This design comes from an exercise in tuning for small area, a short achievable clock period and few clock cycles on the open sky130 flow, not from production work. Only simulation tests tie the RTL to the original design; equivalence was not proved. Power figures rest on the tool's default switching activity, not on a simulated workload.

Setup of 05-24:
// crc_fc_core
module crc_fc_core (
    input  wire        clk,
    input  wire        rst,           
    input  wire        host_en,
    input  wire        host_we,
    input  wire [4:0]  host_addr,     
    input  wire [31:0] host_wdata,
    output reg  [31:0] host_rdata,    
    output reg         buf_en,
    output reg  [3:0]  buf_we,        
    output reg  [13:0] buf_addr,
    output wire [31:0] buf_wdata,
    input  wire [31:0] buf_rdata,     
    output reg         irq
);
    reg [31:0] cmd;
    reg        busy, done, rej;
    reg        err_any, err_rng;      
    reg        ie;
    reg [15:0] crc;
    reg [15:0] desc_count;
    reg [31:0] arg0, arg1, arg2, arg3;
    reg [31:0] res0, res1;
    reg [3:1]  res2;                  
    reg [15:0] res3;
    reg        r0c;                   
    reg [31:0] field [0:15];
    reg        ex;                    
    reg        rd;                    
    reg        d1_v, d1_first, d1_last;    
    reg        w_v, w_last;           
    reg [1:0]  w_sp;                  
    reg [31:0] word;                  
    reg        tw1, tw2;              
    reg [7:0]  wa, wb;                
    assign buf_wdata = {wa, wb, wa, wb};
    wire [3:0] errcode = {1'b0, err_any, err_any, err_rng};
    function [15:0] crc32in;
        input [31:0] w;
        reg   [15:0] c;
        integer i;
        begin
            c = 16'd0;
            for (i = 31; i >= 0; i = i - 1)
                c = (c[15] ^ w[i]) ? ((c << 1) ^ 16'h1021) : (c << 1);
            crc32in = c;
        end
    endfunction
    wire hw     = host_en & host_we;
    wire wr_cmd = hw & (host_addr == 5'd0);
    wire accept = wr_cmd & ~busy;
    wire [31:0] wdm = host_wdata & {32{~rst}};    
    wire [7:0] h_opc = host_wdata[7:0];
    wire [3:0] h_sub = host_wdata[11:8];
    wire       h_hz  = (host_wdata[31:12] == 20'd0);
  ...
Size in the first run: roughly 4,000 cells after synthesis, about 950 flip-flops, about 160 I/O pins, ~45,000 um2 of cells after synthesis.
clock: 10.0 ns
lec_check: 0
cap_margin: 20
core_margin: 2
core_utilization: 40
setup_slack_margin: 5
slew_margin: 20
run.sh (not shown) runs the stock make flow with config.mk's settings and CLKGATE_MAP_FILE= SYNTH_SCRIPT=/design/flow/synth_recipe.tcl, a recipe that flattens the netlist after the stock synthesis.
Testbench counts of 05-24, summed over its fixed seeds: cycles 14,693.
## Diff of input files: 05-01 against 05-24
==> flow/flow/run.sh (new file) <==
#!/bin/bash
set -euo pipefail
export SETUP_SLACK_MARGIN=6.5
bash standard.sh > standard.log 2>&1
==> flow/standard.sh (new file) <==
#!/bin/bash
# synth_recipe.tcl (not shown) runs the flow's synth.tcl, then flattens the netlist and writes it again
# the make line also repeats each setting of config.mk as NAME=value (left out here)
make -C /OpenROAD-flow-scripts/flow DESIGN_CONFIG=/design/flow/config.mk WORK_HOME=/design/flow/orfs CLKGATE_MAP_FILE= SYNTH_SCRIPT=/design/flow/synth_recipe.tcl "${@:-finish}"
-- flow/config.mk --
<<< 05-24, line 11
export SETUP_SLACK_MARGIN = 5
>>> 05-01, line 11
removed: flow/run.sh
### Flow results
Result for 05-01 and 05-24: all clean. Of 05-01 and 05-24, it is 05-01 that has the lower proportion of power drawn by flip-flops and latches. NOTE: hold slack in 05-01 exceeds that of 05-24. Area growth from synthesis to layout sits higher in 05-01 than in 05-24. On cell total after placement, 05-01 and 05-24 are neck and neck. 05-24 -> 05-01: clock insertion delay at the later pin of the skew report flat. From 05-24 to 05-01 the numbers moved as follows: total power went up, final critical-path share of the clock period went down, total wire length after detailed routing went up, delay of the slowest critical-path stage went up. In 05-01 the net switching component of the power turned out 0.063 mW higher than in 05-24. Compared 05-01 vs 05-24, and number of buffers outside the clock class in the layout is up in 05-01.

---

crc_fc_core, a different RTL version from the one above (not shown whole).
For scale: roughly 3300 cells after synthesis, ~950 flip-flops, ~160 I/O pins, about 42000 um2 of cells after synthesis.
==> flow/config.mk <==
export PLATFORM = sky130hd
export DESIGN_NAME = crc_fc_core
export DESIGN_NICKNAME = crc_fc_core
export VERILOG_FILES = /design/flow/design.v
export SDC_FILE = /design/flow/constraint.sdc
export NUM_CORES = 4
export LEC_CHECK = 0
export CAP_MARGIN = 20
export CORE_MARGIN = 2
export CORE_UTILIZATION = 50
export SLEW_MARGIN = 20
==> flow/constraint.sdc <==
create_clock -name core_clock -period 10.0 [get_ports {clk}]
set_input_delay 2.0000 -clock core_clock [delete_from_list [all_inputs] [get_ports {clk}]]
set_output_delay 2.0000 -clock core_clock [all_outputs]
set_load 0.01 [all_outputs]
standard.sh (not shown) runs the stock make flow with config.mk's settings and CLKGATE_MAP_FILE= SYNTH_SCRIPT=/design/flow/synth_recipe.tcl, a recipe that flattens the netlist after the stock synthesis.
==> flow/flow/run.sh <==
#!/bin/bash
# The standard layout (standard.sh: ORFS synthesis, floorplan, place, CTS, route, finish)
# with the design's SDC unchanged. Only layout knobs differ from the defaults:
#  - every port still gets a buffer, but a plain buf_2 instead of a delay cell;
#  - CTS clusters up to 20 sinks within 100 um per leaf buffer and inserts no dummy loads.
set -euo pipefail
export SETUP_SLACK_MARGIN=6.7
export BUFFER_PORTS_ARGS="-buffer_cell sky130_fd_sc_hd__buf_2"
export CTS_ARGS="-sink_clustering_enable -repair_clock_nets -dont_use_dummy_load -sink_clustering_size 20 -sink_clustering_max_diameter 100"
bash standard.sh > standard.log 2>&1
The baseline went through all stages and came out clean.
Testbench counts at the start, summed over its fixed seeds: cycles 14,693.
Next try:
--- a/flow/flow/run.sh
+++ b/flow/flow/run.sh
@@ -6,3 +6,3 @@
 set -euo pipefail
-export SETUP_SLACK_MARGIN=6.7
+export SETUP_SLACK_MARGIN=6.6
 export BUFFER_PORTS_ARGS="-buffer_cell sky130_fd_sc_hd__buf_2"
After rerunning: The changed run finished clean; critical path depth went down by 3; worst setup slack is better by 0.020 ns; power is lower by 2.0%; clock skew hardly moves; die area is unchanged; non-clock buffer count decreases by 87; cell count decreases by 1.9%; combinational power decreases by about 10%; count of clock-buffer cells in the layout goes up by 1.
Next try:
--- a/flow/flow/run.sh
+++ b/flow/flow/run.sh
@@ -6,3 +6,3 @@
 set -euo pipefail
-export SETUP_SLACK_MARGIN=6.6
+export SETUP_SLACK_MARGIN=6.5
 export BUFFER_PORTS_ARGS="-buffer_cell sky130_fd_sc_hd__buf_2"
Settings changed: CORE_UTILIZATION 50 to 40.
- The changed run ran to the end with no violations
- worst hold slack is worse by 0.020 ns
- maximum frequency fell by a few percent
- cell area went down slightly
- synthesized cell count stays the same
- worst setup slack degrades by 0.11 ns
- cell count went up by a few percent

==> afterwards: timing with drivers on the ports <==
In the flow no input, the clock included, has a driving cell. The finished layouts below were timed again as built, in two steps.
Step 1: set_driving_cell puts a clkbuf_16 on clk and a buf_2 on each other input, an assumption about the parent block.
Step 2 times the ports against the registers' clock, not the clock port: input delays grow and output delays shrink by t, the midpoint of the rising clock arrivals with the driver on.
Three values: no drivers, after step 1, after step 2; two values: the first two.
| run | t (ns) | setup slack, ns | worst data-port slew with drivers (ns) |
|---|---|---|---|
| 05-24 | 0.795 | 5.170 / 5.192 / 4.397 | 0.08 |
| 05-01 | 0.777 | 6.364 / 6.352 / 5.575 | 0.16 |
| the first run of note 2 | 0.726 | 6.516 / 6.516 / 5.806 | 0.23 |
| the second run of note 2 | 0.728 | 6.536 / 6.394 / 5.666 | 0.23 |
| the third run of note 2 | 0.699 | 6.425 / 6.424 / 5.725 | 0.10 |
After both steps every run listed still meets setup and hold. The setup slack of the second run of note 2, which loses most, moves by -0.142 ns with the drivers and by -0.870 ns with both steps.
